This is an optimization exercise on Yosys and OpenROAD, whose aim is a short achievable clock period and few clock cycles, not a production implementation. In this exercise RTL edits were held to simulation tests only and were not proved equivalent to the original. No activity file was given, so power comes from the tool's default toggle rates.

### design/flow/design.v
module rld_block (
    input  wire        clk,
    input  wire        rst,
    input  wire        host_we,
    input  wire [4:0]  host_addr,
    input  wire [16:0] host_wdata,
    output reg  [16:0] host_rdata,
    output wire        busy,
    output wire        mem_req,
    output wire        mem_we,
    output wire [15:0] mem_addr,
    output wire [7:0]  mem_wdata,
    input  wire        mem_gnt,
    input  wire [7:0]  mem_rdata,
    output wire [7:0]  xlat_idx,
    input  wire [7:0]  xlat_data
);
    localparam [7:0] C_NOP = 8'h00, C_INIT = 8'h01, C_NEXT = 8'h02,
                     C_SKIP8 = 8'h03, C_SKIP16 = 8'h04, C_FILL = 8'h05,
                     C_FILLS = 8'h06, C_PROJECT = 8'h07, C_CLRERR = 8'h0F;
    localparam [2:0] E_EOS = 3'd1, E_OVF = 3'd2, E_NOINIT = 3'd5,
                     E_PARAM = 3'd6, E_BADCMD = 3'd7;
    reg [16:0] src_r, send_r, dst_r, dcap_r, tmsrc_r, clsrc_r, cdst_r;
    reg [15:0] count_r;
    reg [7:0]  width_r, height_r, vpw_r, vph_r, dstride_r, drow_r;
    reg [1:0]  ctrl_r;
    reg [7:0]  data_r;
    reg [7:0]  dict0_r, dict1_r, dict2_r, dict3_r;
    reg [5:0]  rem_r;
    reg        mode_r;
    reg [7:0]  latch_r;
    reg        inited_r;
    reg        err_r;
    reg [2:0]  errcode_r;
    reg [16:0] erraddr_r;
    reg        busy_r;
    reg        st_dec;       
    reg        st_fchk;      
    reg        st_pchk1;     
    reg        st_pchk2;     
    reg        st_proj;      
    reg        k_init, k_fill, k_fills, k_next, k_skip;
    reg [1:0]  ki_r;         
    reg [15:0] cnt_r;        
    reg [1:0]  pend_r;       
    reg [5:0]  ctl_r;        
    reg [16:0] fptr_r;       
    reg        s_infl;       
    reg [7:0]  sf0, sf1, sf2, sf3;
    reg [1:0]  sf_wp, sf_rp;
    reg [2:0]  sf_cnt;
    reg [7:0]  of0, of1, of2, of3;
    reg [1:0]  of_wp, of_rp;
    reg [2:0]  of_cnt;
    reg [15:0] wptr_r;       
    reg [15:0] rptr_r, rbase_r, wbase_r;
    reg [7:0]  rcol_r, rrow_r, wcol_r, wrow_r;
    reg        rplane_r, wplane_r, rdone_r;
    reg        p_infl, p_infl_x;    
    reg [7:0]  x_r;                 
    reg        x_v;
    reg [15:0] whp_r;        
    reg [15:0] pm1_r;        
    reg [16:0] pm2_r;        
    reg [15:0] dro_r;        
    reg [16:0] sext_r;
    reg [17:0] span_r;
    reg [15:0] wb0_r, cwb0_r;
    assign busy     = busy_r;
    assign xlat_idx = x_r;
    wire p_act   = st_pchk1 | st_pchk2 | st_proj;
    wire s_act   = st_dec | st_fchk;
    wire wr_go   = (of_cnt != 3'd0) && (st_dec | st_proj);
    wire fptr_ok = (fptr_r < send_r) && !fptr_r[16];
    wire s_rd    = s_act && fptr_ok && (({1'b0, sf_cnt} + {3'd0, s_infl}) < 4'd4);
    wire p_rd    = p_act && !rdone_r &&
                   (({1'b0, of_cnt} + {3'd0, p_infl} + {3'd0, x_v}) < 4'd4);
    assign mem_req   = !busy_r | wr_go | s_rd | p_rd;
    assign mem_we    = wr_go;
    assign mem_addr  = wr_go ? wptr_r : p_act ? rptr_r : busy_r ? fptr_r[15:0] : src_r[15:0];
    assign mem_wdata = (of_rp == 2'd0) ? of0 : (of_rp == 2'd1) ? of1 :
                       (of_rp == 2'd2) ? of2 : of3;
    wire acc      = mem_gnt & ~rst;
    wire wr_acc   = wr_go & acc;
    wire s_acc    = ~wr_go & s_rd & acc;
    wire p_acc    = ~wr_go & p_rd & acc;
    wire idle_acc = ~busy_r & acc;
    wire [7:0] h   = (sf_rp == 2'd0) ? sf0 : (sf_rp == 2'd1) ? sf1 :
                     (sf_rp == 2'd2) ? sf2 : sf3;
    wire       h_v = (sf_cnt != 3'd0);
    wire src_ok    = (src_r < send_r) && !src_r[16];
    wire [7:0] dsel = (h[6:5] == 2'd0) ? dict0_r : (h[6:5] == 2'd1) ? dict1_r :
                      (h[6:5] == 2'd2) ? dict2_r : dict3_r;
    wire i_on    = st_dec & k_init;
    wire i_fault = i_on & ~src_ok;
    wire i_take  = i_on & src_ok & h_v;
    wire run_now = (pend_r == 2'd0) && (rem_r != 6'd0) && mode_r;
    wire is_ctl  = (pend_r == 2'd0) && (rem_r == 6'd0);
    wire lit0    = (pend_r == 2'd0) && (rem_r != 6'd0) && !mode_r;
    wire nb      = st_dec & ~k_init & (cnt_r != 16'd0) & (~k_fill | (of_cnt != 3'd4));
    wire nb_run  = nb & run_now;
    wire nb_need = nb & ~run_now;
    wire nb_fault = nb_need & ~src_ok & (~k_fill | (of_cnt == 3'd0));
    wire nb_take  = nb_need & src_ok & h_v;
    wire out_v    = nb_run | (nb_take & (~is_ctl | h[7]));
    wire [7:0] out_b = nb_run ? latch_r : (is_ctl ? dsel : h);
    wire skip_run   = nb_run & k_skip;
    wire skip_inrun = (cnt_r[15:6] == 10'd0) && (cnt_r[5:0] <= rem_r);
    wire pop = i_take | nb_take;
    wire [15:0] cnt_dec = cnt_r - 16'd1;
    wire nb_last = out_v & (skip_run ? skip_inrun : (cnt_r == 16'd1));
    wire fill_end = st_dec & k_fill & (cnt_r == 16'd0) &
                    ((of_cnt == 3'd0) | ((of_cnt == 3'd1) & wr_acc));
    wire [15:0] fill_n   = k_fills ? whp_r : count_r;
    wire [17:0] fill_e   = {1'b0, dst_r} + {2'b00, fill_n};
    wire        fill_bad = ({1'b0, fill_n} > dcap_r) || (fill_e > 18'd65536);
    wire        geom_bad  = (vpw_r > width_r) || (vph_r > height_r) || (vpw_r > dstride_r);
    wire        win_empty = (vpw_r == 8'd0) || (vph_r == 8'd0);
    wire        tm_bad    = ({1'b0, tmsrc_r} + {1'b0, sext_r}) > 18'd65536;
    wire        cl_bad    = ctrl_r[0] && (({1'b0, clsrc_r} + {1'b0, sext_r}) > 18'd65536);
    wire        dst_bad   = (span_r > {1'b0, dcap_r}) || (({1'b0, dst_r} + span_r) > 18'd65536);
    wire        cdst_bad  = ctrl_r[0] && (({1'b0, cdst_r} + span_r) > 18'd65536);
    wire w_lcol = (wcol_r == 8'd0);
    wire w_lrow = (wrow_r == 8'd0);
    wire r_lcol = (rcol_r == 8'd0);
    wire r_lrow = (rrow_r == 8'd0);
    wire [15:0] wbase_nx = wbase_r + {8'd0, dstride_r};
    wire [15:0] rbase_nx = rbase_r + {8'd0, width_r};
    wire p_wlast = w_lcol & w_lrow & (wplane_r | ~ctrl_r[0]);
    wire       push_v = (st_dec & k_fill & out_v) | (p_infl & ~p_infl_x) | x_v;
    wire [7:0] push_b = x_v ? xlat_data : p_infl ? mem_rdata : out_b;
    wire       of_pop = wr_acc;
    wire [7:0] cmd_in = host_wdata[7:0];
    wire       cmd_we = host_we & ~busy_r & (host_addr == 5'h00);
    wire       reg_we = host_we & ~busy_r & (host_addr != 5'h00);
    always @(*) begin
        case (host_addr)
            5'h01: host_rdata = {13'd0, mode_r, inited_r, err_r, busy_r};
            5'h02: host_rdata = {14'd0, errcode_r};
            5'h03: host_rdata = erraddr_r;
            5'h04: host_rdata = {15'd0, ctrl_r};
            5'h05: host_rdata = {9'd0, data_r};
            5'h06: host_rdata = src_r;
            5'h07: host_rdata = send_r;
            5'h08: host_rdata = dst_r;
            5'h09: host_rdata = dcap_r;
            5'h0A: host_rdata = {1'b0, count_r};
            5'h0B: host_rdata = {9'd0, width_r};
            5'h0C: host_rdata = {9'd0, height_r};
            5'h0D: host_rdata = tmsrc_r;
            5'h0E: host_rdata = clsrc_r;
            5'h0F: host_rdata = cdst_r;
            5'h10: host_rdata = {9'd0, vpw_r};
            5'h11: host_rdata = {9'd0, vph_r};
            5'h12: host_rdata = {9'd0, dstride_r};
            5'h13: host_rdata = {9'd0, drow_r};
            5'h18: host_rdata = {9'd0, dict0_r};
            5'h19: host_rdata = {9'd0, dict1_r};
            5'h1A: host_rdata = {9'd0, dict2_r};
            5'h1B: host_rdata = {9'd0, dict3_r};
            5'h1C: host_rdata = {11'd0, rem_r};
            5'h1D: host_rdata = {9'd0, latch_r};
            default: host_rdata = 17'd0;
        endcase
    end
    always @(posedge clk) begin
        whp_r  <= width_r * height_r;
        pm1_r  <= (vph_r - 8'd1) * width_r;
        pm2_r  <= ({1'b0, drow_r} + {1'b0, vph_r} - 9'd1) * dstride_r;
        dro_r  <= drow_r * dstride_r;
        sext_r <= {1'b0, pm1_r} + {9'd0, vpw_r};
        span_r <= {1'b0, pm2_r} + {10'd0, vpw_r};
        wb0_r  <= dst_r[15:0] + dro_r;
        cwb0_r <= cdst_r[15:0] + dro_r;
        if (i_take) begin
            case (ki_r)
                2'd0: dict0_r <= h;
                2'd1: dict1_r <= h;
                2'd2: dict2_r <= h;
                default: dict3_r <= h;
            endcase
        end
        if (cmd_we && cmd_in == C_NEXT && !err_r && inited_r && rem_r != 6'd0 && mode_r)
            data_r <= latch_r;
        else if (st_dec && k_next && out_v)
            data_r <= out_b;
        if (nb_take && is_ctl && h[7])
            latch_r <= dsel;
        else if (nb_take && pend_r == 2'd2)
            latch_r <= h;
        if (nb_take && is_ctl)
            ctl_r <= h[5:0];
        if (push_v) begin
            case (of_wp)
                2'd0: of0 <= push_b;
                2'd1: of1 <= push_b;
                2'd2: of2 <= push_b;
                default: of3 <= push_b;
            endcase
        end
        if (s_infl) begin
            case (sf_wp)
                2'd0: sf0 <= mem_rdata;
                2'd1: sf1 <= mem_rdata;
                2'd2: sf2 <= mem_rdata;
                default: sf3 <= mem_rdata;
            endcase
        end
        if (p_infl && p_infl_x)
            x_r <= mem_rdata;
    end
    always @(posedge clk) begin
        if (rst) begin
            src_r     <= 17'd0;
            send_r    <= 17'd0;
            dst_r     <= 17'd0;
            dcap_r    <= 17'd0;
            count_r   <= 16'd0;
            width_r   <= 8'd0;
            height_r  <= 8'd0;
            tmsrc_r   <= 17'd0;
            clsrc_r   <= 17'd0;
            cdst_r    <= 17'd0;
            vpw_r     <= 8'd0;
            vph_r     <= 8'd0;
            dstride_r <= 8'd0;
            drow_r    <= 8'd1;
            ctrl_r    <= 2'd0;
            rem_r     <= 6'd0;
            mode_r    <= 1'b0;
            inited_r  <= 1'b0;
            err_r     <= 1'b0;
            errcode_r <= 3'd0;
            erraddr_r <= 17'd0;
            busy_r    <= 1'b0;
            st_dec    <= 1'b0;
            st_fchk   <= 1'b0;
            st_pchk1  <= 1'b0;
            st_pchk2  <= 1'b0;
            st_proj   <= 1'b0;
            k_init    <= 1'b0;
            k_fill    <= 1'b0;
            k_fills   <= 1'b0;
            k_next    <= 1'b0;
            k_skip    <= 1'b0;
            ki_r      <= 2'd0;
            cnt_r     <= 16'd0;
            pend_r    <= 2'd0;
            fptr_r    <= 17'd0;
            s_infl    <= 1'b0;
            sf_wp     <= 2'd0;
            sf_rp     <= 2'd0;
            sf_cnt    <= 3'd0;
            of_wp     <= 2'd0;
            of_rp     <= 2'd0;
            of_cnt    <= 3'd0;
            wptr_r    <= 16'd0;
            rptr_r    <= 16'd0;
            rbase_r   <= 16'd0;
            wbase_r   <= 16'd0;
            rcol_r    <= 8'd0;
            rrow_r    <= 8'd0;
            wcol_r    <= 8'd0;
            wrow_r    <= 8'd0;
            rplane_r  <= 1'b0;
            wplane_r  <= 1'b0;
            rdone_r   <= 1'b0;
            p_infl    <= 1'b0;
            p_infl_x  <= 1'b0;
            x_v       <= 1'b0;
        end else begin
            s_infl <= s_acc;
            if (s_acc)
                fptr_r <= fptr_r + 17'd1;
            if (s_infl)
                sf_wp <= sf_wp + 2'd1;
            if (pop)
                sf_rp <= sf_rp + 2'd1;
            sf_cnt <= sf_cnt + {2'd0, s_infl} - {2'd0, pop};
            if (push_v)
                of_wp <= of_wp + 2'd1;
            if (of_pop)
                of_rp <= of_rp + 2'd1;
            of_cnt <= of_cnt + {2'd0, push_v} - {2'd0, of_pop};
            p_infl   <= p_acc;
            p_infl_x <= rplane_r & ctrl_r[1];
            x_v      <= p_infl & p_infl_x;
            if (i_take) begin
                src_r <= src_r + 17'd1;
                ki_r  <= ki_r + 2'd1;
                if (ki_r == 2'd3) begin
                    rem_r    <= 6'd0;
                    mode_r   <= 1'b0;
                    inited_r <= 1'b1;
                    busy_r   <= 1'b0;
                    st_dec   <= 1'b0;
                end
            end
            if (i_fault) begin
                err_r     <= 1'b1;
                errcode_r <= E_EOS;
                erraddr_r <= src_r;
                busy_r    <= 1'b0;
                st_dec    <= 1'b0;
            end
            if (nb_run) begin
                if (skip_run) begin
                    if (skip_inrun) begin
                        rem_r <= rem_r - cnt_r[5:0];
                        cnt_r <= 16'd0;
                    end else begin
                        rem_r <= 6'd0;
                        cnt_r <= cnt_r - {10'd0, rem_r};
                    end
                end else begin
                    rem_r <= rem_r - 6'd1;
                    cnt_r <= cnt_dec;
                end
            end
            if (nb_take) begin
                src_r <= src_r + 17'd1;
                if (is_ctl) begin
                    if (h[7]) begin
                        rem_r  <= (h[4:0] == 5'd0) ? 6'd31 : {1'b0, h[4:0] - 5'd1};
                        mode_r <= 1'b1;
                        cnt_r  <= cnt_dec;
                    end else if (h[6]) begin
                        pend_r <= 2'd2;
                    end else begin
                        rem_r  <= h[5:0];
                        mode_r <= 1'b0;
                        pend_r <= 2'd1;
                    end
                end else if (pend_r == 2'd2) begin
                    rem_r  <= ctl_r;
                    mode_r <= 1'b1;
                    pend_r <= 2'd0;
                    cnt_r  <= cnt_dec;
                end else begin
                    if (lit0)
                        rem_r <= rem_r - 6'd1;
                    pend_r <= 2'd0;
                    cnt_r  <= cnt_dec;
                end
            end
            if (nb_fault) begin
                if (lit0)
                    rem_r <= rem_r - 6'd1;
                pend_r    <= 2'd0;
                err_r     <= 1'b1;
                errcode_r <= E_EOS;
                erraddr_r <= src_r;
                busy_r    <= 1'b0;
                st_dec    <= 1'b0;
            end
            if (nb_last && !k_fill) begin
                busy_r <= 1'b0;
                st_dec <= 1'b0;
            end
            if (st_dec && k_fill && of_pop)
                wptr_r <= wptr_r + 16'd1;
            if (fill_end) begin
                busy_r <= 1'b0;
                st_dec <= 1'b0;
            end
            if (st_fchk) begin
                st_fchk <= 1'b0;
                if (fill_bad) begin
                    err_r     <= 1'b1;
                    errcode_r <= E_OVF;
                    erraddr_r <= dst_r;
                    busy_r    <= 1'b0;
                end else if (fill_n == 16'd0) begin
                    busy_r <= 1'b0;
                end else begin
                    cnt_r  <= fill_n;
                    wptr_r <= dst_r[15:0];
                    st_dec <= 1'b1;
                end
            end
            if (p_acc) begin
                if (!r_lcol) begin
                    rcol_r <= rcol_r - 8'd1;
                    rptr_r <= rptr_r + 16'd1;
                end else begin
                    rcol_r <= vpw_r - 8'd1;
                    if (!r_lrow) begin
                        rrow_r  <= rrow_r - 8'd1;
                        rbase_r <= rbase_nx;
                        rptr_r  <= rbase_nx;
                    end else if (!rplane_r && ctrl_r[0]) begin
                        rplane_r <= 1'b1;
                        rrow_r   <= vph_r - 8'd1;
                        rbase_r  <= clsrc_r[15:0];
                        rptr_r   <= clsrc_r[15:0];
                    end else begin
                        rdone_r <= 1'b1;
                    end
                end
            end
            if (st_proj && wr_acc) begin
                if (!w_lcol) begin
                    wcol_r <= wcol_r - 8'd1;
                    wptr_r <= wptr_r + 16'd1;
                end else begin
                    wcol_r <= vpw_r - 8'd1;
                    if (!w_lrow) begin
                        wrow_r  <= wrow_r - 8'd1;
                        wbase_r <= wbase_nx;
                        wptr_r  <= wbase_nx;
                    end else if (!wplane_r && ctrl_r[0]) begin
                        wplane_r <= 1'b1;
                        wrow_r   <= vph_r - 8'd1;
                        wbase_r  <= cwb0_r;
                        wptr_r   <= cwb0_r;
                    end else begin
                        st_proj <= 1'b0;
                        busy_r  <= 1'b0;
                    end
                end
            end
            if (st_pchk1) begin
                st_pchk1 <= 1'b0;
                if (geom_bad) begin
                    err_r     <= 1'b1;
                    errcode_r <= E_PARAM;
                    erraddr_r <= 17'd0;
                    busy_r    <= 1'b0;
                end else if (win_empty) begin
                    busy_r <= 1'b0;
                end else begin
                    st_pchk2 <= 1'b1;
                end
            end
            if (st_pchk2) begin
                st_pchk2 <= 1'b0;
                if (tm_bad) begin
                    err_r     <= 1'b1;
                    errcode_r <= E_PARAM;
                    erraddr_r <= tmsrc_r;
                    busy_r    <= 1'b0;
                end else if (cl_bad) begin
                    err_r     <= 1'b1;
                    errcode_r <= E_PARAM;
                    erraddr_r <= clsrc_r;
                    busy_r    <= 1'b0;
                end else if (dst_bad) begin
                    err_r     <= 1'b1;
                    errcode_r <= E_OVF;
                    erraddr_r <= dst_r;
                    busy_r    <= 1'b0;
                end else if (cdst_bad) begin
                    err_r     <= 1'b1;
                    errcode_r <= E_OVF;
                    erraddr_r <= cdst_r;
                    busy_r    <= 1'b0;
                end else begin
                    st_proj <= 1'b1;
                    wbase_r <= wb0_r;
                    wptr_r  <= wb0_r;
                end
            end
            if (reg_we) begin
                case (host_addr)
                    5'h04: ctrl_r    <= host_wdata[1:0];
                    5'h06: src_r     <= host_wdata;
                    5'h07: send_r    <= host_wdata;
                    5'h08: dst_r     <= host_wdata;
                    5'h09: dcap_r    <= host_wdata;
                    5'h0A: count_r   <= host_wdata[15:0];
                    5'h0B: width_r   <= host_wdata[7:0];
                    5'h0C: height_r  <= host_wdata[7:0];
                    5'h0D: tmsrc_r   <= host_wdata;
                    5'h0E: clsrc_r   <= host_wdata;
                    5'h0F: cdst_r    <= host_wdata;
                    5'h10: vpw_r     <= host_wdata[7:0];
                    5'h11: vph_r     <= host_wdata[7:0];
                    5'h12: dstride_r <= host_wdata[7:0];
                    5'h13: drow_r    <= host_wdata[7:0];
                    default: ;
                endcase
            end
            if (cmd_we) begin
                sf_wp    <= 2'd0;
                sf_rp    <= 2'd0;
                sf_cnt   <= 3'd0;
                of_wp    <= 2'd0;
                of_rp    <= 2'd0;
                of_cnt   <= 3'd0;
                p_infl   <= 1'b0;
                x_v      <= 1'b0;
                pend_r   <= 2'd0;
                s_infl   <= idle_acc;
                fptr_r   <= src_r + {16'd0, idle_acc};
                k_init   <= (cmd_in == C_INIT);
                k_fill   <= (cmd_in == C_FILL) || (cmd_in == C_FILLS);
                k_fills  <= (cmd_in == C_FILLS);
                k_next   <= (cmd_in == C_NEXT);
                k_skip   <= (cmd_in == C_SKIP8) || (cmd_in == C_SKIP16);
                ki_r     <= 2'd0;
                rptr_r   <= tmsrc_r[15:0];
                rbase_r  <= tmsrc_r[15:0];
                rcol_r   <= vpw_r - 8'd1;
                rrow_r   <= vph_r - 8'd1;
                rplane_r <= 1'b0;
                rdone_r  <= 1'b0;
                wcol_r   <= vpw_r - 8'd1;
                wrow_r   <= vph_r - 8'd1;
                wplane_r <= 1'b0;
                if (cmd_in == C_CLRERR) begin
                    err_r     <= 1'b0;
                    errcode_r <= 3'd0;
                    erraddr_r <= 17'd0;
                    inited_r  <= 1'b0;
                    rem_r     <= 6'd0;
                    mode_r    <= 1'b0;
                end else if (err_r) begin
                end else if (cmd_in > C_PROJECT) begin
                    err_r     <= 1'b1;
                    errcode_r <= E_BADCMD;
                    erraddr_r <= 17'd0;
                end else if (cmd_in == C_INIT) begin
                    inited_r <= 1'b0;
                    busy_r   <= 1'b1;
                    st_dec   <= 1'b1;
                end else if (cmd_in == C_PROJECT) begin
                    busy_r   <= 1'b1;
                    st_pchk1 <= 1'b1;
                end else if (cmd_in != C_NOP) begin
                    if (!inited_r) begin
                        err_r     <= 1'b1;
                        errcode_r <= E_NOINIT;
                        erraddr_r <= 17'd0;
                    end else if (cmd_in == C_FILL || cmd_in == C_FILLS) begin
                        busy_r  <= 1'b1;
                        st_fchk <= 1'b1;
                    end else if (cmd_in == C_NEXT) begin
                        if (rem_r != 6'd0 && mode_r) begin
                            rem_r <= rem_r - 6'd1;
                        end else begin
                            cnt_r  <= 16'd1;
                            busy_r <= 1'b1;
                            st_dec <= 1'b1;
                        end
                    end else if (cmd_in == C_SKIP8) begin
                        cnt_r <= {8'd0, count_r[7:0]};
                        if (count_r[7:0] != 8'd0) begin
                            busy_r <= 1'b1;
                            st_dec <= 1'b1;
                        end
                    end else begin
                        cnt_r <= count_r;
                        if (count_r != 16'd0) begin
                            busy_r <= 1'b1;
                            st_dec <= 1'b1;
                        end
                    end
                end
            end
        end
    end
endmodule
### design/flow/constraint.sdc
create_clock -name core_clock -period 11.0 [get_ports {clk}]
set_input_delay 2.2000 -clock core_clock [delete_from_list [all_inputs] [get_ports {clk}]]
set_output_delay 2.2000 -clock core_clock [all_outputs]
set_load 0.01 [all_outputs]
### design/flow/config.mk
export PLATFORM = sky130hd
export DESIGN_NAME = rld_block
export DESIGN_NICKNAME = rld_block
export VERILOG_FILES = /design/flow/design.v
export SDC_FILE = /design/flow/constraint.sdc
export NUM_CORES = 4
export LEC_CHECK = 0
export CAP_MARGIN = 20
export CORE_MARGIN = 2
export CORE_UTILIZATION = 40
export SLEW_MARGIN = 20
### design/flow/run.sh
#!/bin/bash
# synth_recipe.tcl (not shown) runs the flow's synth.tcl, then flattens the netlist and writes it again
# the make line also repeats each setting of config.mk as NAME=value (left out here)
make -C /OpenROAD-flow-scripts/flow DESIGN_CONFIG=/design/flow/config.mk WORK_HOME=/design/flow/orfs CLKGATE_MAP_FILE= SYNTH_SCRIPT=/design/flow/synth_recipe.tcl finish
==> results of run 1 <==
==> area by class of cell <==
cell class | instances | share of cell area, %
Sequential cell | 637 | 24.8
Inverter | 521 | 3.46
Tap cell | 1650 | 3.65
Timing Repair Buffer | 260 | 3.86
Clock buffer | 109 | 3.95
Clock inverter | 36 | 0.728
Antenna cell | 4 | 0.0177
Multi-Input combinational cell | 4748 | 59.6
==> layer usage <==
metal / vias to the layer above / GRT usage [%] / wire length (um)
met2: 2839 / 49.0 / 92900
met1: 24082 / 46.5 / 94500
li1: 22046 / - / -
met4: 6 / 19.9 / 15200
met5: - / 0 / 58
met3: 584 / 8.50 / 26200
==> worst min-delay path by stage <==
stage	startpoint	endpoint	depth (start not counted)
2_1_floorplan	pm1_r[0]$_DFF_P_	sext_r[0]$_DFF_P_	1
3_3_place_gp	pm1_r[0]$_DFF_P_	sext_r[0]$_DFF_P_	1
3_5_place_dp	pm1_r[0]$_DFF_P_	sext_r[0]$_DFF_P_	1
4_1_cts	pm1_r[0]$_DFF_P_	sext_r[0]$_DFF_P_	1
5_1_grt	pm1_r[0]$_DFF_P_	sext_r[0]$_DFF_P_	1
6_report	pm1_r[0]$_DFF_P_	sext_r[0]$_DFF_P_	1
==> stage by stage <==
stage                     instance area [um^2]  instances  util (%)  hold WS (ps)
after floorplan                          50800       6219         -           420
after global placement                   53900       7816      42.9           434
after detailed placement                 53900       7816      42.9           429
after CTS                                56600       7961      45.0           446
after global routing                     56600       7961      45.0           464
final                                    56600       7965      45.0           441
==> logic make-up after synthesis <==
kind of cell | synth area share (%)
flip-flops | 27.6
AO/OA/AOI/OAI | 20.3
XOR/XNOR | 4.62
AND/OR/NAND/NOR | 19.5
adder cells (fa/ha/maj) | 18.8
buffers and inverters | 6.26
multiplexers | 3.01
==> critical path: stages <==
cell,delay (ps)
clkdlybuf4s50_1,690
or3b_1,440
nor2_1,610
buf_4,330
a22oi_1,120
nand3_1,200
nor2_1,70
nand4_1,230
clkdlybuf4s50_1,610
==> layout by cell type, fill, tap and decap left out, types with 83 or more instances in the layout <==
master             n
o21ai_0          279
clkdlybuf4s50_1   91
ha_1             428
dfxtp_1          511
nand2_1          797
edfxtp_1         126
xor2_1            83
nand3_1          207
xnor2_1          185
inv_1            514
nor3_1           110
mux2i_1          120
a22oi_1          102
buf_4            167
a211oi_1          83
fa_1             208
a21oi_1          456
nor2_1           471
and2_1            96
==> synthesized netlist by cell type (all sizes together), types with 61 or more instances <==
library cell | count | share of area, %
a211oi | 85 | 1.3
a21oi | 460 | 4.5
a22oi | 102 | 1.5
and2 | 98 | 1.2
and3 | 63 | 0.78
clkbuf | 274 | 2.0
dfxtp | 511 | 20
edfxtp | 126 | 7.5
fa | 208 | 8.2
ha | 428 | 11
inv | 517 | 3.8
mux2i | 120 | 2.4
nand2 | 799 | 5.9
nand2b | 71 | 0.87
nand3 | 208 | 2.1
nand4 | 64 | 0.79
nor2 | 473 | 3.5
nor2b | 63 | 0.78
nor3 | 119 | 1.2
o211ai | 71 | 1.0
o21ai | 287 | 2.8
o31ai | 61 | 0.91
xnor2 | 185 | 3.2
xor2 | 83 | 1.4
==> flip-flops by register name (all words and copies together) (netlist names), 17 cells and up <==
signal / count
tmsrc_r: 17
src_r: 17
dst_r: 17
send_r: 17
span_r: 18
erraddr_r: 17
clsrc_r: 17
dcap_r: 17
pm2_r: 17
cdst_r: 17
sext_r: 17
fptr_r: 17
==> where the power goes <==
| group | internal [W] | switching, W |
|---|---|---|
| Combinational | 0.000149 | 0.000385 |
| Clock | 0.00159 | 0.00114 |
| Sequential | 0.00239 | 0.0000326 |
==> metrics.yaml, run 1 <==
outcome:
  status: "finished clean"
synthesis:
  postSynthAreaPerCell_um2: 8.16
  async_reset_ff_share_pct: 0
  syn-cell-area_um2: 50800
  synth_seq_cells: 637
  netlist_instances: 6219
  syn_nets: 6897
  seq_area_frac_synth_pct: 27.6
  synth_warnings: 1
  ys_types: 93
  synth_edf_count: 126
  synth_ff_type: "dfxtp_1"
placed_design:
  port_buffers: 93
  place_ws_ps: 3430
  hpwl_um: 175000
  place_congestion: 1.05
pwr:
  power.total_w: 0.00569
  power.density_nw_per_um2: 101
  max-vdd-ir-drop_mv: 0.0873
  leakage_nw: 22.4
finish:
  fin_nets: 6924
  synthToLayoutAreaGrowth_pct: 11.4
  num-fill-cells: 12468
  regArea_um2: 14000
  drive_gt1_share_pct: 6.04
  multi_input_area_um2: 33700
timing:
  slew_headroom_pct: 17.3
  max_slew.worst_pin.slew_ps: 1240
  period_needed_ps: 7710
  setup_viol: 0
  finalHoldViolations: 0
  grt_setup_unrepaired: "no"
  clock_skew_ps: 34.5
  max_freq_ghz: 0.130
  finalCritPeriodShare_pct: 70.1
  fin_ws_ps: 3290
  drv_slew: 0
  setup_tns_ps: 0
grt:
  grt_max_degree: 85
  grt_pass1_vias: 45401
  grt_pass1_wl_um: 325000
  grt_use_total_pct: 34.2
  antenna_found_initial: 16
  gr-total-overflow: 0
worst_setup_path:
  crit_required_ps: 8800
  r2r_slack_ps: 3870
  crit_type: "in -> out"
  reg2reg_from: "drow_r[1]$_SDFFE_PP0P_"
  timing.rr.end: "pm2_r[16]$_DFF_P_"
  reg2regPathDepth: 26
  cp-end-kind: "primary output"
  crit_path_end: "host_rdata[1]"
  worstPathMaxFanout: 11
  crit_path_start: "host_addr[3]"
  worstPathArrival_ps: 5510
  startpoint_type: "input port"
route:
  drt-initial-drc-count: 6337
  num_vias: 49557
  drt_drc_violations_left: 0
  wl_per_cell_um: 28.7
  dr.pass1.iters: 7
  vias_per_cell: 6.22
  ant_nets: 0
  drt-total-wl_um: 229000
clock_network:
  cts_resized: 0
  cts_tree: "done"
  clock_sinks: 637
  clk_pin_slew_ps: 60
  cts_buffer_depth: 3
  clock_latency_ps: 680
  cts_max_level: 3
  clockRootBuffer: "clkbuf_16"
  hold_buffers: 0
  cts_setup_buffers: 0
  cts_made_buffers: 78
floorplanning:
  core_um2: 126000
  io_pins: 94
  std_cell_rows: 130
  start_util_pct: 40.4
  die_area_um2: 130000
  die_h_um: 360
  die_w_um: 360
flow_run:
  max-cap-violations: 0
min_path:
  hold_path_class: "reg -> reg"
Testbench counts, summed over its fixed seeds: cycles 120,424.
==> run 2, diff against run 1 <==
--- a/design/flow/design.v
+++ b/design/flow/design.v
@@ -62,2 +62,4 @@
     reg [15:0] whp_r;        
+    reg [7:0]  a1_r;         
+    reg [8:0]  a2_r;         
     reg [15:0] pm1_r;        
@@ -65,5 +67,7 @@
     reg [15:0] dro_r;        
-    reg [16:0] sext_r;
-    reg [17:0] span_r;
-    reg [15:0] wb0_r, cwb0_r;
+    reg [16:0] flim_r;       
+    reg        fneg_r;       
+    reg [16:0] tlim_r, clim_r, cdlim_r;    
+    reg        tneg_r, cneg_r, cdneg_r;    
+    reg        fptr_ok_r;    
     assign busy     = busy_r;
@@ -73,3 +77,3 @@
     wire wr_go   = (of_cnt != 3'd0) && (st_dec | st_proj);
-    wire fptr_ok = (fptr_r < send_r) && !fptr_r[16];
+    wire fptr_ok = fptr_ok_r;
     wire s_rd    = s_act && fptr_ok && (({1'b0, sf_cnt} + {3'd0, s_infl}) < 4'd4);
@@ -91,2 +95,6 @@
     wire src_ok    = (src_r < send_r) && !src_r[16];
+    wire [16:0] src_p1  = src_r + 17'd1;
+    wire [16:0] fptr_p1 = fptr_r + 17'd1;
+    wire src1_ok   = (src_p1 < send_r) && !src_p1[16];
+    wire fptr1_ok  = (fptr_p1 < send_r) && !fptr_p1[16];
     wire [7:0] dsel = (h[6:5] == 2'd0) ? dict0_r : (h[6:5] == 2'd1) ? dict1_r :
@@ -114,10 +122,25 @@
     wire [15:0] fill_n   = k_fills ? whp_r : count_r;
-    wire [17:0] fill_e   = {1'b0, dst_r} + {2'b00, fill_n};
-    wire        fill_bad = ({1'b0, fill_n} > dcap_r) || (fill_e > 18'd65536);
+    wire        fill_bad = fneg_r || ({1'b0, fill_n} > flim_r);
     wire        geom_bad  = (vpw_r > width_r) || (vph_r > height_r) || (vpw_r > dstride_r);
     wire        win_empty = (vpw_r == 8'd0) || (vph_r == 8'd0);
-    wire        tm_bad    = ({1'b0, tmsrc_r} + {1'b0, sext_r}) > 18'd65536;
-    wire        cl_bad    = ctrl_r[0] && (({1'b0, clsrc_r} + {1'b0, sext_r}) > 18'd65536);
-    wire        dst_bad   = (span_r > {1'b0, dcap_r}) || (({1'b0, dst_r} + span_r) > 18'd65536);
-    wire        cdst_bad  = ctrl_r[0] && (({1'b0, cdst_r} + span_r) > 18'd65536);
+    wire [16:0] sext      = {1'b0, pm1_r} + {9'd0, vpw_r};
+    wire [17:0] span      = {1'b0, pm2_r} + {10'd0, vpw_r};
+    wire        tm_bad    = tneg_r || ({1'b0, sext} > {1'b0, tlim_r});
+    wire        cl_bad    = ctrl_r[0] && (cneg_r || ({1'b0, sext} > {1'b0, clim_r}));
+    wire        dst_bad   = fneg_r || (span > {1'b0, flim_r});
+    wire        cdst_bad  = ctrl_r[0] && (cdneg_r || (span > {1'b0, cdlim_r}));
+    wire [15:0] wb0       = dst_r[15:0] + dro_r;
+    wire [15:0] cwb0      = cdst_r[15:0] + dro_r;
+    function [17:0] room;
+        input [16:0] base;
+        reg   [17:0] r;
+        begin
+            r    = 18'd65536 - {1'b0, base};
+            room = r;
+        end
+    endfunction
+    wire [17:0] f_room  = room(dst_r);
+    wire [17:0] t_room  = room(tmsrc_r);
+    wire [17:0] c_room  = room(clsrc_r);
+    wire [17:0] cd_room = room(cdst_r);
     wire w_lcol = (wcol_r == 8'd0);
@@ -167,9 +190,15 @@
         whp_r  <= width_r * height_r;
-        pm1_r  <= (vph_r - 8'd1) * width_r;
-        pm2_r  <= ({1'b0, drow_r} + {1'b0, vph_r} - 9'd1) * dstride_r;
+        a1_r   <= vph_r - 8'd1;
+        a2_r   <= {1'b0, drow_r} + {1'b0, vph_r} - 9'd1;
+        pm1_r  <= a1_r * width_r;
+        pm2_r  <= a2_r * dstride_r;
         dro_r  <= drow_r * dstride_r;
-        sext_r <= {1'b0, pm1_r} + {9'd0, vpw_r};
-        span_r <= {1'b0, pm2_r} + {10'd0, vpw_r};
-        wb0_r  <= dst_r[15:0] + dro_r;
-        cwb0_r <= cdst_r[15:0] + dro_r;
+        fneg_r <= f_room[17];
+        flim_r <= (!f_room[17] && f_room[16:0] < dcap_r) ? f_room[16:0] : dcap_r;
+        tneg_r <= t_room[17];
+        tlim_r <= t_room[16:0];
+        cneg_r <= c_room[17];
+        clim_r <= c_room[16:0];
+        cdneg_r <= cd_room[17];
+        cdlim_r <= cd_room[16:0];
         if (i_take) begin
@@ -249,2 +278,3 @@
             fptr_r    <= 17'd0;
+            fptr_ok_r <= 1'b0;
             s_infl    <= 1'b0;
@@ -272,4 +302,6 @@
             s_infl <= s_acc;
-            if (s_acc)
-                fptr_r <= fptr_r + 17'd1;
+            if (s_acc) begin
+                fptr_r    <= fptr_p1;
+                fptr_ok_r <= fptr1_ok;
+            end
             if (s_infl)
@@ -413,4 +445,4 @@
                         wrow_r   <= vph_r - 8'd1;
-                        wbase_r  <= cwb0_r;
-                        wptr_r   <= cwb0_r;
+                        wbase_r  <= cwb0;
+                        wptr_r   <= cwb0;
                     end else begin
@@ -458,4 +490,4 @@
                     st_proj <= 1'b1;
-                    wbase_r <= wb0_r;
-                    wptr_r  <= wb0_r;
+                    wbase_r <= wb0;
+                    wptr_r  <= wb0;
                 end
@@ -493,3 +525,4 @@
                 s_infl   <= idle_acc;
-                fptr_r   <= src_r + {16'd0, idle_acc};
+                fptr_r    <= idle_acc ? src_p1 : src_r;
+                fptr_ok_r <= idle_acc ? src1_ok : src_ok;
                 k_init   <= (cmd_in == C_INIT);
--- a/design/flow/config.mk
+++ b/design/flow/config.mk
@@ -7,2 +7,3 @@
 export LEC_CHECK = 0
+export ABC_CLOCK_PERIOD_IN_PS = 4000
 export CAP_MARGIN = 20
@@ -10,2 +11,3 @@
 export CORE_UTILIZATION = 40
+export SETUP_SLACK_MARGIN = 5
 export SLEW_MARGIN = 20
==> run 2 against run 1 <==
First-iteration DRC count down 13%; still clean; fmax up 24%; clock power up 1%; count of clock-buffer cells in the layout down 10.
==> metrics.yaml, run 2 <==
outcome:
  status: "finished clean"
grt:
  gr-total-overflow: 0
  grt_use_total_pct: 31.0
  grt_pass1_vias: 42784
  grt_max_degree: 157
  antenna_found_initial: 10
  grt_pass1_wl_um: 291000
finish:
  drive_gt1_share_pct: 8.77
  final_core_utilization_pct: 45.8
  final_common_cell: "nand2_1"
  synthToLayoutAreaGrowth_pct: 13.5
  multi_input_area_um2: 32200
  regArea_um2: 14500
  fin_nets: 6688
  layout_common_cells: "793 x nand2_1, 532 x dfxtp_1, 501 x nor2_1"
  num-fill-cells: 12024
  postLayoutCellArea_um2: 55900
worst_setup_path:
  crit_required_ps: 8800
  worstPathMaxFanout: 7
  crit_type: "in -> out"
  worstPathArrival_ps: 4030
  cp-end-kind: "primary output"
  startpoint_type: "input port"
clock_network:
  cts_made_buffers: 79
  cts_buffer_depth: 3
  clock_sinks: 660
  clk_pin_slew_ps: 60
  clockRootBuffer: "clkbuf_16"
  cts_max_level: 3
  clock_latency_ps: 700
  cts_tree: "done"
route:
  drt-total-wl_um: 201000
  dr.pass1.iters: 8
  num_vias: 46243
  drt_drc_violations_left: 0
  drt-initial-drc-count: 5511
  ant_nets: 0
  wl_per_cell_um: 26.1
  vias_per_cell: 5.99
placed_design:
  place_ws_ps: 3260
  port_buffers: 93
  place_congestion: 1.04
  placed_cell_area_um2: 52000
  hpwl_um: 152000
synthesis:
  netlist_instances: 5972
  syn_nets: 6629
  synth_area_leaders: "dfxtp_1 22%, ha_1 12%, edfxtp_1 7.7%"
  yosysTopAreaCell: "dfxtp_1"
  synth_seq_cells: 660
  postSynthAreaPerCell_um2: 8.25
  async_reset_ff_share_pct: 0
  yosysMostFrequentCell: "nand2_1"
  synth_warnings: 1
  synth_edf_count: 126
  ys_types: 102
  synth_ff_type: "dfxtp_1"
  synth_common_cells: "796 x nand2_1, 534 x dfxtp_1, 524 x nor2_1, 481 x inv_1, 454 x ha_1"
  yosysTopAreaCellShare_pct: 21.7
  seq_area_frac_synth_pct: 29.4
  syn-cell-area_um2: 49200
pwr:
  leakage_nw: 23.5
  power.density_nw_per_um2: 105
  power.total_w: 0.00587
  max-vdd-ir-drop_mv: 0.129
floorplanning:
  std_cell_rows: 128
  die_area_um2: 126000
  die_h_um: 355
  core_um2: 122000
  start_util_pct: 40.4
  io_pins: 94
  die_w_um: 355
timing:
  setup_tns_ps: 0
  finalHoldViolations: 0
  drv_slew: 0
  setup_viol: 0
  grt_setup_unrepaired: "yes"
  fin_ws_ps: 4770
  period_needed_ps: 6230
  clock_skew_ps: 29.7
  max_slew.worst_pin.slew_ps: 1290
  slew_headroom_pct: 13.5
  max_freq_ghz: 0.161
  finalCritPeriodShare_pct: 56.6
flow_run:
  max-cap-violations: 0
min_path:
  hold_path_class: "reg -> reg"
run 2: repair_timing:
| item | 4_1_cts | 5_1_grt |
|---|---|---|
| buffers inserted | 46 | 29 |
| setup endpoints to repair | 43 | 40 |
| hold buffers | 0 | 0 |
| gates resized for setup | 166 | 52 |
| gates cloned | 1 | 1 |
| pin swaps | 31 | 41 |
run 2: worst paths after layout:
kind	slack [ps]	startpoint	endpoint	cells past startpoint
worst max-delay path	4770	host_addr[2]	host_rdata[2]	10
worst min-delay path	460	ctrl_r[1]$_SDFFE_PP0P_	p_infl_x$_SDFF_PP0_	2
worst max register to register	5300	vpw_r[0]$_SDFFE_PP0P_	wbase_r[14]$_SDFF_PP0_	21
worst min register to register	460	ctrl_r[1]$_SDFFE_PP0P_	p_infl_x$_SDFF_PP0_	2
run 2: critical path, stage by stage:
cell      delay (ps)
buf_12           110
or3b_4           290
buf_6            120
nor2_4            30
buf_12           140
a32o_2           220
a221oi_2         210
and4_1           230
nand4_1          230
buf_2            240
run 2: logic make-up (layout without fill, tap and decap cells):
logic type               Yosys count  in the layout  share of synthesized area, %
AND/OR/NAND/NOR                 2094           2094                          19.6
other                              0              5                             0
AO/OA/AOI/OAI                   1323           1323                          17.6
adder cells (fa/ha/maj)          615            615                          18.1
multiplexers                     152            152                          3.20
XOR/XNOR                         327            327                          5.82
flip-flops                       660            660                          29.4
buffers and inverters            801            921                          6.32
run 2: layout make-up:
| type | instances | share of cell area, % |
|---|---|---|
| inverter | 483 | 3.25 |
| clock inverter | 43 | 0.989 |
| timing repair buffer | 296 | 4.79 |
| multi-input combinational | 4511 | 57.5 |
| antenna | 5 | 0.0224 |
| clock buffer | 99 | 3.90 |
| tap | 1625 | 3.64 |
| sequential | 660 | 25.9 |
run 2: metrics by stage:
| stage | instances | hold slack, ps |
|---|---|---|
| final | 7722 | 464 |
| after global routing | 7718 | 483 |
| after CTS | 7687 | 462 |
| after detailed placement | 7498 | 455 |
| after global placement | 7498 | 457 |
| after floorplan | 5972 | 404 |
run 2: power by group:
group          leakage, nW  switching [W]  total (W)  internal, W
sequential            5.44      0.0000394    0.00253      0.00249
combinational         16.7       0.000377   0.000568     0.000191
clock                 1.34        0.00118    0.00278      0.00159
run 2: layer usage:
metal	global-route usage [%]	share of wire (%)	wire length, um	up-vias
met5	0	0.028	56	-
met4	17.9	6.8	13700	8
met3	7.17	11	21200	557
met2	46.0	42	84200	2474
met1	41.3	41	82100	22325
li1	-	-	-	20879
Testbench counts of run 2, summed over its fixed seeds: cycles 120,424.
==> run 3, diff against run 2 <==
--- a/design/flow/design.v
+++ b/design/flow/design.v
@@ -75,3 +75,3 @@
     wire p_act   = st_pchk1 | st_pchk2 | st_proj;
-    wire s_act   = st_dec | st_fchk;
+    wire s_act   = st_dec;
     wire wr_go   = (of_cnt != 3'd0) && (st_dec | st_proj);
@@ -91,5 +91,7 @@
     wire idle_acc = ~busy_r & acc;
-    wire [7:0] h   = (sf_rp == 2'd0) ? sf0 : (sf_rp == 2'd1) ? sf1 :
-                     (sf_rp == 2'd2) ? sf2 : sf3;
-    wire       h_v = (sf_cnt != 3'd0);
+    wire       sf_any = (sf_cnt != 3'd0);
+    wire [7:0] sf_h = (sf_rp == 2'd0) ? sf0 : (sf_rp == 2'd1) ? sf1 :
+                      (sf_rp == 2'd2) ? sf2 : sf3;
+    wire [7:0] h   = sf_any ? sf_h : mem_rdata;
+    wire       h_v = sf_any | s_infl;
     wire src_ok    = (src_r < send_r) && !src_r[16];
@@ -107,3 +109,5 @@
     wire lit0    = (pend_r == 2'd0) && (rem_r != 6'd0) && !mode_r;
-    wire nb      = st_dec & ~k_init & (cnt_r != 16'd0) & (~k_fill | (of_cnt != 3'd4));
+    wire [15:0] cnt_cur = st_fchk ? fill_n : cnt_r;
+    wire nb      = st_dec & ~k_init & (cnt_cur != 16'd0) & (~k_fill | (of_cnt != 3'd4)) &
+                   ~(st_fchk & fill_bad);
     wire nb_run  = nb & run_now;
@@ -117,5 +121,5 @@
     wire pop = i_take | nb_take;
-    wire [15:0] cnt_dec = cnt_r - 16'd1;
+    wire [15:0] cnt_dec = cnt_cur - 16'd1;
     wire nb_last = out_v & (skip_run ? skip_inrun : (cnt_r == 16'd1));
-    wire fill_end = st_dec & k_fill & (cnt_r == 16'd0) &
+    wire fill_end = st_dec & k_fill & ~st_fchk & (cnt_r == 16'd0) &
                     ((of_cnt == 3'd0) | ((of_cnt == 3'd1) & wr_acc));
@@ -337,2 +341,16 @@
             end
+            if (st_fchk) begin
+                st_fchk <= 1'b0;
+                cnt_r   <= fill_n;
+                if (fill_bad) begin
+                    err_r     <= 1'b1;
+                    errcode_r <= E_OVF;
+                    erraddr_r <= dst_r;
+                    busy_r    <= 1'b0;
+                    st_dec    <= 1'b0;
+                end else if (fill_n == 16'd0) begin
+                    busy_r <= 1'b0;
+                    st_dec <= 1'b0;
+                end
+            end
             if (nb_run) begin
@@ -397,17 +415,2 @@
             end
-            if (st_fchk) begin
-                st_fchk <= 1'b0;
-                if (fill_bad) begin
-                    err_r     <= 1'b1;
-                    errcode_r <= E_OVF;
-                    erraddr_r <= dst_r;
-                    busy_r    <= 1'b0;
-                end else if (fill_n == 16'd0) begin
-                    busy_r <= 1'b0;
-                end else begin
-                    cnt_r  <= fill_n;
-                    wptr_r <= dst_r[15:0];
-                    st_dec <= 1'b1;
-                end
-            end
             if (p_acc) begin
@@ -569,2 +572,4 @@
                         st_fchk <= 1'b1;
+                        st_dec  <= 1'b1;
+                        wptr_r  <= dst_r[15:0];
                     end else if (cmd_in == C_NEXT) begin
--- a/design/flow/config.mk
+++ b/design/flow/config.mk
@@ -10,3 +10,4 @@
 export CORE_MARGIN = 2
-export CORE_UTILIZATION = 40
+export CORE_UTILIZATION = 65
+export PLACE_DENSITY = 0.75
 export SETUP_SLACK_MARGIN = 5
==> run 3 against run 2 <==
Die area is 38% lower; power is 3.1% lower; cell count is 8.6% lower; via count is 2.5% higher; cell area is 2.4% lower; setup slack better by 150 ps; sequential share of layout area is 0.63 points higher; critical endpoint is now host_rdata[6].
==> metrics.yaml, run 3 <==
pwr:
  leakage_nw: 23.1
  max-vdd-ir-drop_mv: 0.110
  power.density_nw_per_um2: 104
grt:
  grt_use_met1_pct: 59.6
  use_met2_pct: 68.0
  grt_pass1_wl_um: 276000
  grt_max_degree: 90
  grt_use_total_pct: 47.2
  grt_pass1_vias: 44440
  met3_usage_pct: 14.3
  gr-total-overflow: 0
  antenna_found_initial: 14
  grt.busiest_layer: "met2"
worst_setup_path:
  crit_slowest_cell: "a22o_1"
  crit_chain: "buf_12 > nand3b_1 > nor2_4 > buf_12 > a22o_1 > a221oi_2 > nand3_1 > nor2_1 > nand4_1 > buf_2"
  startpoint_type: "input port"
  worstPathArrival_ps: 3880
  critPathMostFrequentCell: "buf_12"
  crit_required_ps: 8800
  cp_top_family: "simple AND/OR/NAND/NOR gates"
  crit_type: "in -> out"
  critPathMaxStageDelay_ps: 240
  cp-end-kind: "primary output"
  worstPathMaxFanout: 7
  worst-path-buf-inv: 3
placed_design:
  port_buffers: 93
  placed_cell_area_um2: 51100
  hpwl_um: 140000
  place_congestion: 1.09
finish:
  final_common_cell: "nand2_1"
  multi_input_area_um2: 32100
  num-fill-cells: 5728
  postLayoutCellArea_um2: 54600
  final_core_utilization_pct: 73.1
  drive_gt1_share_pct: 7.96
  regArea_um2: 14500
  layout_common_cells: "785 x nand2_1, 534 x dfxtp_1, 487 x nor2_1"
  fin_nets: 6677
  synthToLayoutAreaGrowth_pct: 10.9
synthesis:
  syn-cell-area_um2: 49200
  async_reset_ff_share_pct: 0
  synth_ff_type: "dfxtp_1"
  synth_area_leaders: "dfxtp_1 22%, ha_1 12%, edfxtp_1 7.7%"
  ys_types: 106
  yosysMostFrequentCell: "nand2_1"
  synth_edf_count: 126
  synth_seq_cells: 660
  yosysTopAreaCell: "dfxtp_1"
  synth_warnings: 1
  synth_common_cells: "791 x nand2_1, 534 x dfxtp_1, 506 x nor2_1, 458 x inv_1, 454 x a21oi_1"
  seq_area_frac_synth_pct: 29.4
  netlist_instances: 5989
  postSynthAreaPerCell_um2: 8.22
  yosysTopAreaCellShare_pct: 21.7
  syn_nets: 6645
floorplanning:
  die_w_um: 279
  die_h_um: 279
  die_area_um2: 77900
  std_cell_rows: 100
  start_util_pct: 65.9
  io_pins: 94
  core_um2: 74700
clock_network:
  cts_made_buffers: 75
  clock_latency_ps: 650
  clock_sinks: 660
  clk_pin_slew_ps: 60
  cts_buffer_depth: 3
  clockRootBuffer: "clkbuf_16"
  cts_tree: "done"
  cts_max_level: 3
route:
  drt-total-wl_um: 188000
  num_vias: 47408
  wl_per_cell_um: 26.7
  drt_drc_violations_left: 0
  dr.pass1.iters: 7
  ant_nets: 0
  drt-initial-drc-count: 6508
  vias_per_cell: 6.72
min_path:
  hold_path_class: "reg -> reg"
timing:
  setup_viol: 0
  max_freq_ghz: 0.164
  slew_headroom_pct: 22.6
  clock_skew_ps: 28.8
  drv_slew: 0
  max_slew.worst_pin.slew_ps: 1160
  grt_setup_unrepaired: "yes"
  period_needed_ps: 6080
  setup_tns_ps: 0
  finalCritPeriodShare_pct: 55.3
  finalHoldViolations: 0
outcome:
  status: "finished clean"
flow_run:
  max-cap-violations: 0
## run 3: changes by cell type in the layout (fill, tap and decap cells not counted), moves of 11 or more
cell | previous run | this run
a211oi_1 | 123 | 109
a21o_1 | 55 | 75
a21oi_1 | 402 | 450
a311oi_1 | 16 | 4
a31oi_1 | 44 | 33
inv_1 | 481 | 458
mux2i_1 | 106 | 80
nor2_1 | 501 | 487
nor3_1 | 105 | 118
o211ai_1 | 70 | 31
o21a_1 | 24 | 39
o21ai_0 | 219 | 254
or3_1 | 33 | 22
xor2_1 | 125 | 141
## run 3: kinds of logic (layout without fill, tap and decap cells)
family / count (synthesis) / in the layout / share of synthesized area [%]
DFF: 660 / 660 / 29.4
xor gates and xnor gates: 337 / 337 / 6.00
and+or+nand+nor: 2063 / 2063 / 19.3
AOI/OAI and AO/OA: 1402 / 1402 / 18.3
other: 0 / 6 / 0
muxes: 124 / 124 / 2.67
buffers and inverters: 789 / 880 / 6.20
adders and majority gates: 614 / 614 / 18.1
## run 3: path summary, 6_finish.rpt
check                           cells after the start  slack (ps)                   endpoint                       from
worst min-delay path                                2         460  dstride_r[6]$_SDFFE_PP0P_  dstride_r[6]$_SDFFE_PP0P_
worst max-delay path                               10        4920              host_rdata[6]               host_addr[2]
worst min register to register                      2         460  dstride_r[6]$_SDFFE_PP0P_  dstride_r[6]$_SDFFE_PP0P_
worst max register to register                     22        5190   erraddr_r[10]$_SDFF_PP0_      vpw_r[2]$_SDFFE_PP0P_
## run 3: metal layers
metal / wire, um / share of wire (%)
met5: 63 / 0.033
met4: 16700 / 8.8
met3: 25500 / 14
met2: 76700 / 41
met1: 69500 / 37
## run 3: per-stage QoR
step	std cells	total power, W	hold slack, ps	worst slack [ps]
after CTS	7018	0.00564	455	4930
after floorplan	5989	0.00290	412	5120
final	7055	0.00569	457	4920
after global placement	6845	0.00306	443	3490
after global routing	7049	0.00580	474	4910
after detailed placement	6845	0.00307	447	3550
## run 3: repair_timing
action	4_1_cts	5_1_grt
cloned	0	5
pin swaps	26	33
resized for setup	147	52
hold buffers	0	0
setup endpoints to repair	43	69
buffers inserted	37	26
## run 3: power by group
part,total [W],leakage (nW),internal (W),switching [W]
Sequential,0.00253,5.44,0.00249,0.0000390
Clock,0.00263,1.22,0.00151,0.00112
Combinational,0.000537,16.4,0.000193,0.000343
## run 3: tightest hold or removal path: stages (launching register included)
cell,delay (ps)
dfxtp_1,310
nand2_1,50
a21oi_1,50
## run 3: layout make-up
class	count	area share [%]
Clock inverter	30	0.667
Clock buffer	106	3.91
Multi-Input combinational cell	4540	58.8
Timing Repair Buffer	285	4.67
Tap cell	969	2.22
Antenna cell	6	0.0275
Sequential cell	660	26.5
Inverter	459	3.16
Testbench counts of run 3, summed over its fixed seeds: cycles 120,272.
==> run 4, diff against run 3 <==
==> design/flow/flow/run.sh (new file) <==
#!/bin/bash
# The standard layout, with every input and output port buffered by a
# sky130_fd_sc_hd__buf_6 instead of the default port buffer cell.
set -euo pipefail
bash standard.sh finish "BUFFER_PORTS_ARGS=-buffer_cell sky130_fd_sc_hd__buf_6" > make_finish.log 2>&1
test -f out/final.def
==> design/flow/standard.sh (new file) <==
#!/bin/bash
# synth_recipe.tcl (not shown) runs the flow's synth.tcl, then flattens the netlist and writes it again
# the make line also repeats each setting of config.mk as NAME=value (left out here)
make -C /OpenROAD-flow-scripts/flow DESIGN_CONFIG=/design/flow/config.mk WORK_HOME=/design/flow/orfs CLKGATE_MAP_FILE= SYNTH_SCRIPT=/design/flow/synth_recipe.tcl "${@:-finish}"
removed: design/flow/run.sh
==> run 4 against run 3 <==
Critical path depth down 3; cell area fell by 0.30%; synthesized cell count unchanged; power up 1.8%; sequential share of layout area up 0.082 points; largest cell class unchanged; critical endpoint is now host_rdata[12]; utilization decreased by 0.22 points; register-to-register slack improved by 30 ps; die area unchanged; cell count shrank 0.67%; largest power group unchanged.
==> metrics.yaml, run 4 <==
timing:
  period_needed_ps: 6090
  finalHoldViolations: 0
  setup_tns_ps: 0
  clock_skew_ps: 47.0
  drv_slew: 0
  max_freq_ghz: 0.164
  finalCritPeriodShare_pct: 55.4
  max_slew.worst_pin.slew_ps: 1140
  slew_headroom_pct: 23.7
  grt_setup_unrepaired: "yes"
  setup_viol: 0
placed_design:
  hpwl_um: 141000
  post-place-cells: 6835
  placed_cell_area_um2: 51100
  place_congestion: 1.08
  port_buffers: 93
route:
  num_vias: 47138
  met2_length_um: 77000
  drt_drc_violations_left: 0
  routed.top_layer: "met5"
  wl_per_cell_um: 26.9
  dr.pass1.iters: 10
  drt-initial-drc-count: 6300
  wl_met1_um: 68900
  vias_per_cell: 6.73
  met3_length_um: 25800
  ant_nets: 0
  drt-total-wl_um: 188000
synthesis:
  syn-cell-area_um2: 49200
  async_reset_ff_share_pct: 0
  synth_seq_cells: 660
  yosysMostFrequentCell: "nand2_1"
  synth_area_leaders: "dfxtp_1 22%, ha_1 12%, edfxtp_1 7.7%"
  netlist_instances: 5989
  ys_types: 106
  synth_ff_type: "dfxtp_1"
  synth_common_cells: "791 x nand2_1, 534 x dfxtp_1, 506 x nor2_1, 458 x inv_1, 454 x a21oi_1"
  yosysTopAreaCellShare_pct: 21.7
  synth_edf_count: 126
  postSynthAreaPerCell_um2: 8.22
  syn_nets: 6645
  synth_warnings: 1
  yosysTopAreaCell: "dfxtp_1"
  seq_area_frac_synth_pct: 29.4
grt:
  antenna_found_initial: 9
  grt_max_degree: 89
  grt_pass1_wl_um: 278000
  grt_pass1_vias: 44712
  grt_use_total_pct: 47.4
  gr-total-overflow: 0
clock_network:
  clk_pin_slew_ps: 60
  cts_max_level: 3
  clock_sinks: 660
  cts_made_buffers: 76
  cts_buffer_depth: 3
  cts_tree: "done"
  clock_latency_ps: 660
  clockRootBuffer: "clkbuf_16"
worst_setup_path:
  worstPathArrival_ps: 3890
  worstPathMaxFanout: 18
  startpoint_type: "input port"
  crit_required_ps: 8800
  cp-end-kind: "primary output"
  crit_type: "in -> out"
finish:
  regArea_um2: 14500
  final_core_utilization_pct: 72.8
  drive_gt1_share_pct: 8.50
  final_common_cell: "nand2_1"
  layout_common_cells: "785 x nand2_1, 533 x dfxtp_1, 489 x nor2_1"
  synthToLayoutAreaGrowth_pct: 10.6
  multi_input_area_um2: 32100
  fin_nets: 6633
  final_cells: 7008
  num-fill-cells: 5722
  postLayoutCellArea_um2: 54400
outcome:
  status: "finished clean"
pwr:
  leakage_nw: 23.0
  power.density_nw_per_um2: 107
  power.total_w: 0.00580
  max-vdd-ir-drop_mv: 0.123
floorplanning:
  start_util_pct: 65.9
  core_um2: 74700
  die_area_um2: 77900
  die_h_um: 279
  io_pins: 94
  std_cell_rows: 100
  die_w_um: 279
flow_run:
  max-cap-violations: 0
min_path:
  hold_path_class: "reg -> reg"
[run 4: cell counts after synthesis]
No cell type changed its count.
[run 4: critical path, cell delays in order]
cell and delay (ps):
buf_6 110, nand2b_4 190, nor2_1 70, buf_6 170, a222oi_1 560, nand3_1 330
buf_6 220
[run 4: worst paths after layout]
| kind | start | endpoint | slack (ps) | cells past startpoint |
|---|---|---|---|---|
| hold reg to reg | rbase_r[6]$_SDFFE_PP0P_ | rbase_r[6]$_SDFFE_PP0P_ | 460 | 2 |
| setup reg to reg | vpw_r[0]$_SDFFE_PP0P_ | wptr_r[13]$_SDFF_PP0_ | 5220 | 25 |
| setup / recovery | host_addr[0] | host_rdata[12] | 4910 | 7 |
| hold / removal | rbase_r[6]$_SDFFE_PP0P_ | rbase_r[6]$_SDFFE_PP0P_ | 460 | 2 |
[run 4: cell type report]
class                           instances  area share (%)
Multi-Input combinational cell       4540            58.9
Sequential cell                       660            26.6
Timing Repair Buffer                  240            4.21
Clock buffer                           97            3.75
Inverter                              459            3.17
Tap cell                              969            2.23
Clock inverter                         41            1.11
Antenna cell                            2         0.00920
[run 4: where the power goes]
part           leakage (nW)  internal [W]  total, W  switching (W)
clock                  1.27       0.00158   0.00273        0.00115
combinational          16.3      0.000191  0.000541       0.000350
sequential             5.44       0.00249   0.00253      0.0000381
total                  23.0       0.00426   0.00580        0.00154
[run 4: layer usage]
metal,GRT usage (%),vias up
li1,-,20824
met1,60.0,22126
met2,69.2,3309
met3,13.5,869
met4,33.8,10
met5,0,-
[run 4: cells by family after synthesis]
family	synth area share [%]
adders and majority gates	18.1
AOI/OAI and AO/OA	18.3
DFF	29.4
xor gates and xnor gates	6.00
and+or+nand+nor	19.3
muxes	2.67
buffers and inverters	6.20
[run 4: timing repair]
action	CTS	global route
setup buffers	15	17
endpoints found under the setup margin	38	65
pin swaps	15	20
gates cloned	0	1
gates resized for setup	46	39
hold buffers	0	0
[run 4: per-stage QoR]
step	hold slack [ps]	setup slack (ps)
finish	457	4910
global route	483	4900
CTS	460	4980
detailed placement	453	4440
global placement	443	4420
floorplan	412	5120

-- separate check: timing with driven ports --
Ports are ideal in the flow. The routed layouts listed here were re-timed in OpenROAD. Step 1 sets driving cells, clkbuf_16 on the clock port and buf_2 on the other inputs (assumed; they add their load-dependent delay and slew). Step 2, shift: input delay + t, output delay - t, t = (earliest + latest rising clock arrival at the registers) / 2. This alone moves slack from input paths to output paths. Three values: ideal ports, drivers, drivers and shift; two values: the first two.
| run | shift t [ns] | setup WS [ns] | latest minus earliest clock arrival (ns) |
|---|---|---|---|
| run 1 | 0.740 | 3.286 / 3.245 / 3.245 | 0.037 / 0.036 |
| run 2 | 0.750 | 4.770 / 4.680 / 4.477 | 0.032 / 0.033 |
| run 3 | 0.716 | 4.920 / 4.789 / 4.789 | 0.029 / 0.029 |
| run 4 | 0.707 | 4.909 / 4.861 / 4.861 | 0.048 / 0.048 |
After both steps every run listed still meets setup and hold. For run 2, which loses most, drivers alone change the setup slack by -0.090 ns; drivers and shift together by -0.293 ns.
